Context: an optimization exercise on an open-source flow, tuned for small area, a short achievable clock period and few clock cycles. The choices shown serve that exercise and are no tape-out recipe.
No run shown here included a check of the RTL's function; only the layout flow was run.

## flow/design.v (module list and top-level ports; edited modules follow where they fit)
// module bbt_keygen: 715 lines
module bbt_keygen (
    input  wire         clk,
    input  wire         rst,
    input  wire         cmd_valid,
    output wire         cmd_ready,
    input  wire [2:0]   cmd_op,
    input  wire [31:0]  cmd_arg,
    output reg          done,
    output reg          err,
    output wire [31:0]  result,
    output wire [127:0] fkey,
    output wire [7:0]   name_addr,
    input  wire [7:0]   name_data,
    output wire [9:0]   mt_raddr,
    input  wire [31:0]  mt_rdata,
    output wire         mt_we,
    output wire [9:0]   mt_waddr,
    output wire [31:0]  mt_wdata
);
  // ...
==> flow/run.sh <==
#!/bin/bash
# synth_recipe.tcl (not shown) runs the flow's synth.tcl, then flattens the netlist and writes it again
# the make line also repeats each setting of config.mk as NAME=value (left out here)
make -C /OpenROAD-flow-scripts/flow DESIGN_CONFIG=/design/flow/config.mk WORK_HOME=/design/flow/orfs CLKGATE_MAP_FILE= SYNTH_SCRIPT=/design/flow/synth_recipe.tcl finish
==> flow/config.mk <==
export PLATFORM = sky130hd
export DESIGN_NAME = bbt_keygen
export DESIGN_NICKNAME = bbt_keygen
export VERILOG_FILES = /design/flow/design.v
export SDC_FILE = /design/flow/constraint.sdc
export NUM_CORES = 4
export LEC_CHECK = 0
export ABC_CLOCK_PERIOD_IN_PS = 4000
export CAP_MARGIN = 20
export CORE_MARGIN = 2
export CORE_UTILIZATION = 40
export SETUP_SLACK_MARGIN = 5
export SLEW_MARGIN = 20
==> flow/constraint.sdc <==
create_clock -name core_clock -period 10.0 [get_ports {clk}]
set_input_delay 2.0000 -clock core_clock [delete_from_list [all_inputs] [get_ports {clk}]]
set_output_delay 2.0000 -clock core_clock [all_outputs]
set_load 0.01 [all_outputs]
==> impl_metrics.csv, run 1 <==
group,metric,value,unit
sta,fin_crit,6.23,ns
route,ant_nets,0,
synth,synth_compound_area_frac,0.192,
finish,layout_common_cells,"300 x clkdlybuf4s50_1, 286 x nand2_1, 256 x edfxtp_1",
route,drt_iter0_markers,3184,
synth,ys_types,84,
route,dr_wl_met3,13.0,mm
route,dr.pass1.iters,8,
worst_setup_path,crit_family,"adder cells",
sta,timing_worst_slew_pin_value,1.04,ns
finish,multi_input_area,0.0169,mm^2
finish,regArea,0.00835,mm^2
cts,htreeDepth,2,
finish,design_area,0.0331,mm^2
floorplan,core_area,0.0631,mm^2
finish,fill_cells,5816,
sta,hold_viol,0,
worst_setup_path,crit_cells,22,
synth,synth_top_family_by_area,"compound AO/OA/AOI/OAI gates",
cts,post_cts_resized,193,
sta,finalClockSkew,0.0302,ns
cts,numCtsBuffers,34,
worst_setup_path,worst-endpoint-required,10.29,ns
outcome,status,"finished clean",
place,place_congestion,1.05,
finish,fin_cells,4031,
finish,n_antenna_cell,3,
floorplan,rows,92,
route,wl_met2,51.8,mm
grt,grt_max_degree,72,
finish,layout_commonest_cell,"clkdlybuf4s50_1",
floorplan,pin_count,302,
synth,ys_warn_count,1,
sta,hold_ws,0.450,ns
finish,buffer_area_frac,0.138,
synth,async_reset_ff_frac,0,
run,max_cap_violations,0,
synth,synth_top_area_share,0.301,
==> run 2, diff against run 1 <==
--- a/flow/design.v
+++ b/flow/design.v
@@ -16,42 +16,43 @@
     output wire         mt_we,
     output wire [9:0]   mt_waddr,
     output wire [31:0]  mt_wdata
 );
     localparam [2:0] S_IDLE   = 3'd0;
     localparam [2:0] S_HASH   = 3'd1;
     localparam [2:0] S_ADV    = 3'd2;    
     localparam [2:0] S_FKD    = 3'd3;    
-    localparam [2:0] S_FKDONE = 3'd4;    
     localparam [2:0] S_GO     = 3'd5;    
     localparam [2:0] S_SLX    = 3'd6;    
     localparam [2:0] S_SLC    = 3'd7;    
     localparam [31:0] HASH_INIT = 32'h19570320;
     reg [2:0]  state;
     reg        seeded;
     reg        r1;           
     reg        rdy;          
     reg        qw;           
     reg        b31;          
     reg [31:0] sd;           
     reg [9:0]  kp;           
     reg [31:0] Q;            
     reg [9:0]  cq;           
     reg [31:0] R;            
-    reg [95:0] fk;           
+    reg [127:0] fk;          
+    reg        argbad;       
     reg [1:0]  nk;
     reg        op_raw, op_fk;
     reg [8:0]  rem;          
     reg [7:0]  na;
     reg [1:0]  pp;           
     reg        in_v, in_sep, in_dot;
     reg [7:0]  in_c, in_m;
     reg        dot_seen;
     reg        hfirst;       
+    reg        tm;           
     reg [9:0]  ra_d;         
     reg [9:0]  ra_e;         
     reg        f_fast;       
     reg        f_amode;      
     function [31:0] temper(input [31:0] y0);
         reg [31:0] y;
         begin
             y = y0 ^ (y0 >> 11);
@@ -88,17 +89,16 @@
     assign result   = R;
     wire        use_a = (state == S_ADV) || (state != S_SLC && f_amode);
     wire [31:0] tx    = use_a ? sd : mt_rdata;
     wire [31:0] tp    = use_a ? mt_rdata : sd;
     wire [31:0] ty    = {b31, tp[30:0]};
     wire        tw_en = !(state == S_ADV && kp != 10'd398);
     wire [31:0] Qn    = tx ^ (tw_en ? ((ty >> 1) ^ (ty[0] ? 32'h9908B0DF : 32'h0)) : 32'h0);
     wire [31:0] sd_y    = sd ^ {30'd0, sd[31:30]};
-    wire        tm    = (state != S_HASH);
     wire [31:0] sd_yg = sd_y & {32{tm}};
     wire [31:0] sd_nq = ~sd_y & {32{tm}};
     wire [9:0]  kp_g  = kp & {10{tm}};
 wire tt_s1 = (sd_yg[26] | (R[26] & in_m[0])) ^ (sd_yg[24] | (R[25] & in_m[1]));
 wire tt_c2 = (sd_yg[26] | (R[26] & in_m[0])) & (sd_yg[24] | (R[25] & in_m[1]));
 wire tt_s3 = (sd_yg[27] | (R[27] & in_m[0])) ^ (sd_yg[25] | (R[26] & in_m[1]));
 wire tt_c4 = (sd_yg[27] | (R[27] & in_m[0])) & (sd_yg[25] | (R[26] & in_m[1]));
 wire tt_s5 = (sd_yg[28] | (R[28] & in_m[0])) ^ (sd_yg[26] | (R[27] & in_m[1])) ^ (sd_nq[23] | (R[26] & in_m[2]));
@@ -507,23 +507,23 @@
 wire tt_c408 = (tt_s345 & tt_c278) | (tt_s345 & tt_c344) | (tt_c278 & tt_c344);
 wire tt_s409 = tt_s347 ^ tt_c282 ^ tt_c346;
 wire tt_c410 = (tt_s347 & tt_c282) | (tt_s347 & tt_c346) | (tt_c282 & tt_c346);
 wire tt_s411 = tt_s349 ^ tt_c286 ^ tt_c348;
 wire tt_c412 = (tt_s349 & tt_c286) | (tt_s349 & tt_c348) | (tt_c286 & tt_c348);
 wire [31:0] tree_out = {tt_s411, tt_s409, tt_s407, tt_s405, tt_s403, tt_s401, tt_s399, tt_s397, tt_s395, tt_s393, tt_s391, tt_s389, tt_s387, tt_s385, tt_s383, tt_s381, tt_s379, tt_s377, tt_s375, tt_s373, tt_s371, tt_s369, tt_s367, tt_s365, tt_s363, tt_s361, tt_s359, tt_s357, tt_s355, tt_s353, tt_s351, (sd_yg[0] | (R[0] & in_m[0]))} + {tt_c410, tt_c408, tt_c406, tt_c404, tt_c402, tt_c400, tt_c398, tt_c396, tt_c394, tt_c392, tt_c390, tt_c388, tt_c386, tt_c384, tt_c382, tt_c380, tt_c378, tt_c376, tt_c374, tt_c372, tt_c370, tt_c368, tt_c366, tt_c364, tt_c362, tt_c360, tt_c358, tt_c356, tt_c354, tt_c352, in_c[1], (kp_g[0] | in_c[0])};
     wire [31:0] sd_step = tree_out;
     wire [31:0] tq = temper(Q);
-    assign fkey = {bswap(tq), fk};
+    assign fkey = fk;
     wire       nd_lower = (name_data >= 8'h61) && (name_data <= 8'h7A);
     wire [7:0] nd_c     = (!op_raw && nd_lower) ? (name_data & 8'hDF) : name_data;
     wire       nd_sep   = !op_raw && (name_data == 8'h2F);
     wire       nd_dot   = !op_raw && (name_data == 8'h2E);
     wire [31:0] h_step = tree_out;
-    wire [31:0] h_final = dot_seen ? fk[95:64] : R;
+    wire [31:0] h_final = dot_seen ? fk[127:96] : R;
     wire arg_ok = (cmd_arg[31:9] == 23'd0) && (!cmd_arg[8] || cmd_arg[7:0] == 8'd0);
     task advance;
         begin
             if (f_fast) begin
                 Q     <= Qn;
                 cq    <= d;
                 r1    <= r1d;
                 qw    <= 1'b1;
@@ -550,16 +550,17 @@
             seeded <= 1'b0;
             done   <= 1'b0;
             err    <= 1'b0;
             qw     <= 1'b0;
             rdy    <= 1'b0;
             na     <= 8'd0;
             in_c   <= 8'd0;
             in_m   <= 8'd0;
+            tm     <= 1'b1;
         end else begin
             done <= 1'b0;
             qw   <= 1'b0;
             case (state)
             S_IDLE: begin
                 rdy <= ~rdy;
                 R   <= tq;       
                 if (cmd_valid) begin
@@ -578,24 +579,23 @@
                             err <= 1'b1;
                         end else begin
                             err <= 1'b0;
                             if (rdy) advance;
                             else state <= S_GO;
                         end
                     end
                     3'd2, 3'd3, 3'd4: begin
-                        if (!arg_ok) begin
-                            done <= 1'b1;
-                            err  <= 1'b1;
-                        end else begin
+                        begin
+                            argbad   <= !arg_ok;
                             rem      <= cmd_arg[8:0];
                             op_raw   <= (cmd_op == 3'd3);
                             op_fk    <= (cmd_op == 3'd4);
                             hfirst   <= 1'b1;
+                            tm       <= 1'b0;
                             dot_seen <= 1'b0;
                             pp       <= 2'd0;
                             in_v     <= 1'b0;
                             na       <= 8'd1;
                             state    <= S_HASH;
                         end
                     end
                     default: begin
@@ -612,29 +612,40 @@
                 rem  <= rem - {8'd0, rem != 9'd0};
                 in_c   <= nd_c;
                 in_m   <= nd_c >> pp;
                 in_sep <= nd_sep;
                 in_dot <= nd_dot;
                 pp     <= nd_sep ? 2'd0 : pp + 2'd1;
                 if (hfirst) begin
                     R <= HASH_INIT;
+                    if (argbad) begin
+                        done  <= 1'b1;
+                        err   <= 1'b1;
+                        rdy   <= 1'b0;
+                        na    <= 8'd0;
+                        tm    <= 1'b1;
+                        in_c  <= 8'd0;
+                        in_m  <= 8'd0;
+                        state <= S_IDLE;
+                    end
                 end else if (in_v) begin
                     if (in_sep) begin
                         R        <= HASH_INIT;
                         dot_seen <= 1'b0;
                     end else begin
                         if (in_dot) begin
-                            fk[95:64] <= R;
+                            fk[127:96] <= R;
                             dot_seen  <= 1'b1;
                         end
                         R <= h_step;
                     end
                 end else if (rem == 9'd0) begin
                     na   <= 8'd0;
+                    tm   <= 1'b1;
                     in_c <= 8'd0;
                     in_m <= 8'd0;
                     R  <= h_final;
                     if (op_fk) begin
                         sd    <= h_final;
                         kp    <= 10'd1;
                         b31   <= h_final[31];
                         cq    <= 10'h3FF;
@@ -675,28 +686,26 @@
                         done  <= 1'b1;
                         err   <= 1'b0;
                         rdy   <= 1'b1;
                         state <= S_IDLE;
                     end
                 end
             end
             S_FKD: begin
-                fk <= {bswap(tq), fk[95:32]};
+                fk <= {bswap(tq), fk[127:32]};
                 advance;
                 nk <= nk + 2'd1;
-                if (nk == 2'd2) begin
+                if (nk == 2'd3) begin
                     done  <= 1'b1;
                     err   <= 1'b0;
-                    state <= S_FKDONE;
                 end else begin
                     state <= S_FKD;
                 end
             end
-            S_FKDONE: advance;
             S_GO: advance;
             S_SLX: state <= S_SLC;
             S_SLC: begin
                 Q     <= Qn;
                 cq    <= d;
                 r1    <= r1d;
                 qw    <= 1'b1;
                 b31   <= tp[31];
==> flow/flow/run.sh (new file) <==
#!/bin/bash
set -euo pipefail
MARGIN=${SETUP_MARGIN_NS:-6}
echo "export SETUP_SLACK_MARGIN = $MARGIN" >> config.mk
bash standard.sh > standard.log 2>&1
==> flow/standard.sh (new file) <==
#!/bin/bash
# synth_recipe.tcl (not shown) runs the flow's synth.tcl, then flattens the netlist and writes it again
# the make line also repeats each setting of config.mk as NAME=value (left out here)
make -C /OpenROAD-flow-scripts/flow DESIGN_CONFIG=/design/flow/config.mk WORK_HOME=/design/flow/orfs CLKGATE_MAP_FILE= SYNTH_SCRIPT=/design/flow/synth_recipe.tcl "${@:-finish}"
==> flow/config.mk (replaced) <==
export PLATFORM = sky130hd
export DESIGN_NAME = bbt_keygen
export DESIGN_NICKNAME = bbt_keygen
export VERILOG_FILES = /design/flow/design.v
export SDC_FILE = /design/flow/constraint.sdc
export NUM_CORES = 4
export LEC_CHECK = 0
export ABC_CLOCK_PERIOD_IN_PS = 3500
export CAP_MARGIN = 20
export CORE_MARGIN = 2
export CORE_UTILIZATION = 40
export SLEW_MARGIN = 20
export SETUP_SLACK_MARGIN = 6
removed: flow/run.sh
==> impl_metrics.csv, run 2 <==
group,metric,value,unit
synth,synth_top_family_by_area,"compound AO/OA/AOI/OAI gates",
synth,synth_nets,3223,
cts,numCtsBuffers,38,
worst_setup_path,worstPathMaxFanout,4,
worst_setup_path,crit_slowest_cell,"fa_1",
grt,grt_pass1_vias,24490,
finish,syn_to_final_growth,32.3,%
synth,synth_xor_area_frac,0.0756,
synth,ys_types,96,
worst_setup_path,r2r_slack,4.42,ns
grt,antenna_found_initial,6,
worst_hold_path,whs_path_depth,0,
route,wirelength,117,mm
synth,synth_compound_area_frac,0.167,
worst_hold_path,hold_class,"flip-flop to flip-flop",
sta,hold_viol,0,
cts,clockBufferDepth,3,
sta,slew_headroom,0.353,
synth,ys_seq_area_frac,0.347,
grt,grt_pass1_wl,167,mm
synth,synth-simple-area-share,0.150,
route,drt_iter0_markers,3161,
synth,syn_area_per_cell,9.29,um^2
place,place_congestion,1.01,
synth,synth-edff-count,289,
finish,largest_reg_flops,128,
cts,clock_latency,0.58,ns
worst_setup_path,cp.arrival,5.90,ns
synth,yosys.area_share.adder,0.161,
place,io_buffers,301,
synth,synthCells,2899,
synth,ys.flop_type,"edfxtp_1",
sta,timing_worst_slew_pin_value,0.964,ns
sta,rsz0062_at_grt,"yes",
floorplan,die_w,263,um
route,ant_nets,0,
sta,fin_crit,5.58,ns
floorplan,rows,95,
floorplan,dieArea,0.0694,mm^2
run,max_cap_violations,0,
route,wire_per_inst,27.7,um
finish,regMostFlops,"fk",
sta,drv_slew,0,
route,via_count,25377,
synth,synthTopCellsByArea,"edfxtp_1 32%, fa_1 12%, nand2_1 6.0%, xnor2_1 4.1%, a21oi_1 3.8%",
synth,yosys.area.top_type,"edfxtp_1",
grt,grt_overflow_total,0,
place,postPlaceCellArea,0.0311,mm^2
worst_setup_path,critPathKind,"flip-flop to flip-flop",
worst_hold_path,hold_path_end,"fk[35]",
finish,design_area,0.0356,mm^2
finish,drive_above_1_share,0.194,
grt,grt.total_usage,0.324,
synth,synthTopCellsByCount,"434 x nand2_1, 289 x edfxtp_1, 214 x inv_1",
worst_setup_path,worstPathCellList,"xnor2_4 > nor2_4 > a21oi_2 > fa_1 > inv_2 > fa_1 > inv_1 > fa_1 > inv_2 > fa_1 > ha_4 > a21o_1 > a21o_1 > a2111oi_4 > o21ai_2 > o21ai_4 > buf_6 > nand2_1 > xor2_2 > a222oi_1 > o21ai_1",
worst_setup_path,r2r_end,"sd[18]",
worst_setup_path,worst-endpoint-required,10.31,ns
worst_setup_path,reg2regPathDepth,21,
sta,timing.setup.tns,0,ns
worst_setup_path,crit_top_cell,"fa_1",
route,dr.pass1.iters,6,
sta,finalCritPeriodShare,0.558,
cts,cts_tree,"yes",
route,drc,0,
synth,ys_warn_count,1,
cts,cts_root_buf,"clkbuf_16",
floorplan,pin_count,302,
floorplan,die_h,263,um
synth,synth_area,0.0269,mm^2
sta,finalClockSkew,0.0305,ns
sta,fmax,179,MHz
finish,layout_commonest_cell,"nand2_1",
synth,postSynthRegisterBits,322,
finish,layout_common_cells,"419 x nand2_1, 289 x edfxtp_1, 289 x clkdlybuf4s50_1",
grt,grt_max_degree,73,
cts,path_clk_slew,0.07,ns
synth,synth_top_area_share,0.322,
worst_setup_path,start_kind,"flip-flop",
finish,fill_cells,5986,
finish,fin_nets,3626,
synth,async_reset_ff_frac,0,
cts,htreeDepth,2,
synth,yosysMostFrequentCell,"nand2_1",
worst_setup_path,cp_slowest_stage_delay,0.54,ns
outcome,status,"finished clean",
route,vias_per_cell,6.03,
floorplan,core_area,0.0669,mm^2
cts,holdBufCountCts,0,
sta,setup_viol,0,
floorplan,start_util,0.402,
place,dp_hpwl,83.4,mm
cts,clkSinkCount,322,
worst_setup_path,r2r_start,"sd[30]",
synth,synth_mux_area_frac,0.0382,
worst_setup_path,endpoint_kind,"flip-flop",
worst_hold_path,hp-start,"fk[67]",
-- run 2: changes by cell type in the layout (fill, tap and decap cells not counted), moves of 18 or more --
cell and delta:
edfxtp_1 +33, xnor2_1 +22, o21ai_0 -49, xor2_1 +23, buf_12 +18, buf_4 +61
inv_1 -48, a22oi_1 -28, nand2b_1 +20, nand2_1 +133, nor2_1 -83, xnor2_2 -19
-- run 2: worst max path at each step --
stage,startpoint,end,slack [ns],cells after the start
floorplan,tm,R[20],4.72,22
detailed placement,tm,R[30],3.33,19
global placement,tm,R[30],3.50,19
global route,sd[30],sd[29],4.31,20
CTS,sd[30],R[20],4.52,20
finish,sd[30],sd[18],4.42,21
-- run 2: cell families (layout without fill, tap and decap cells) --
family / count (synthesis) / in the layout
simple gates: 889 / 890
compound gates: 699 / 699
buf+inv: 417 / 846
flops: 322 / 322
fa+ha+maj: 247 / 247
xor+xnor: 230 / 230
mux: 95 / 95
other cells: 0 / 3
-- run 2: through the flow --
| stage | std cells | setup WS (ns) | util | hold slack (ns) |
|---|---|---|---|---|
| 6_report | 4205 | 4.42 | 0.532 | 0.438 |
| 5_1_grt | 4204 | 4.31 | 0.532 | 0.454 |
| 4_1_cts | 4152 | 4.52 | 0.518 | 0.437 |
| 3_5_place_dp | 3917 | 3.33 | 0.465 | 0.433 |
| 3_3_place_gp | 3917 | 3.50 | 0.465 | 0.431 |
| 2_1_floorplan | 2899 | 4.72 | - | 0.432 |
-- run 2: area by class of cell --
type,instances,area (um^2),area share
Antenna cell,3,7.51,0.000211
Clock buffer,50,1020,0.0285
Clock inverter,17,204,0.00573
Inverter,217,826,0.0232
Multi-Input combinational cell,2161,17600,0.494
Sequential cell,322,9350,0.263
Tap cell,873,1090,0.0307
Timing Repair Buffer,562,5520,0.155
-- run 2: per-layer routing --
metal | vias up | routed length [um] | global-route usage | share of wire
li1 | 10938 | - | - | -
met5 | - | 57 | 0 | 0.00049
met3 | 390 | 11700 | 0.0673 | 0.10
met4 | 8 | 8480 | 0.190 | 0.073
met2 | 1636 | 53700 | 0.524 | 0.46
met1 | 12405 | 42700 | 0.400 | 0.37
-- run 2: worst max-delay path: cells and delay by family, from the launching register on --
family | cells | cell delay (ns)
adders and majority gates | 5 | 2.30
AOI/OAI and AO/OA | 8 | 1.57
DFF | 1 | 0.50
xor gates and xnor gates | 2 | 0.43
buffers and inverters | 4 | 0.27
and+or+nand+nor | 2 | 0.23
-- run 2: repair_timing --
| action | CTS | global route |
|---|---|---|
| setup endpoints to repair | 216 | 131 |
| cloned | 6 | 1 |
| buffers inserted | 162 | 48 |
| gates resized for setup | 195 | 115 |
| pin swaps | 97 | 88 |

static timing again, ports no longer ideal:
In the flow no input, the clock included, has a driving cell. The finished layouts below were timed again as built, in two steps. Step 1 (the two cells are an assumption about what drives the block):
set clk [get_ports {clk}]
set_driving_cell -lib_cell sky130_fd_sc_hd__clkbuf_16 $clk
set_driving_cell -lib_cell sky130_fd_sc_hd__buf_2 [delete_from_list [all_inputs] $clk]
Step 2 moves the port delays by t, midway between the first and last clock arrival at a register: inputs arrive t later, outputs are due t later. That takes back most of the time a late clock gives input paths. Slacks: no drivers / after step 1 / after step 2; pairs: no drivers / after step 1.
| run | t (ns) | setup WS [ns] | worst setup path after step 2 | pins driven straight from the clock port |
|---|---|---|---|---|
| run 1 | 0.617 | 3.772 / 3.772 / 3.772 | register to register | 1 |
| run 2 | 0.625 | 4.416 / 4.416 / 4.416 | register to register | 1 |
After both steps every run listed still meets setup and hold.
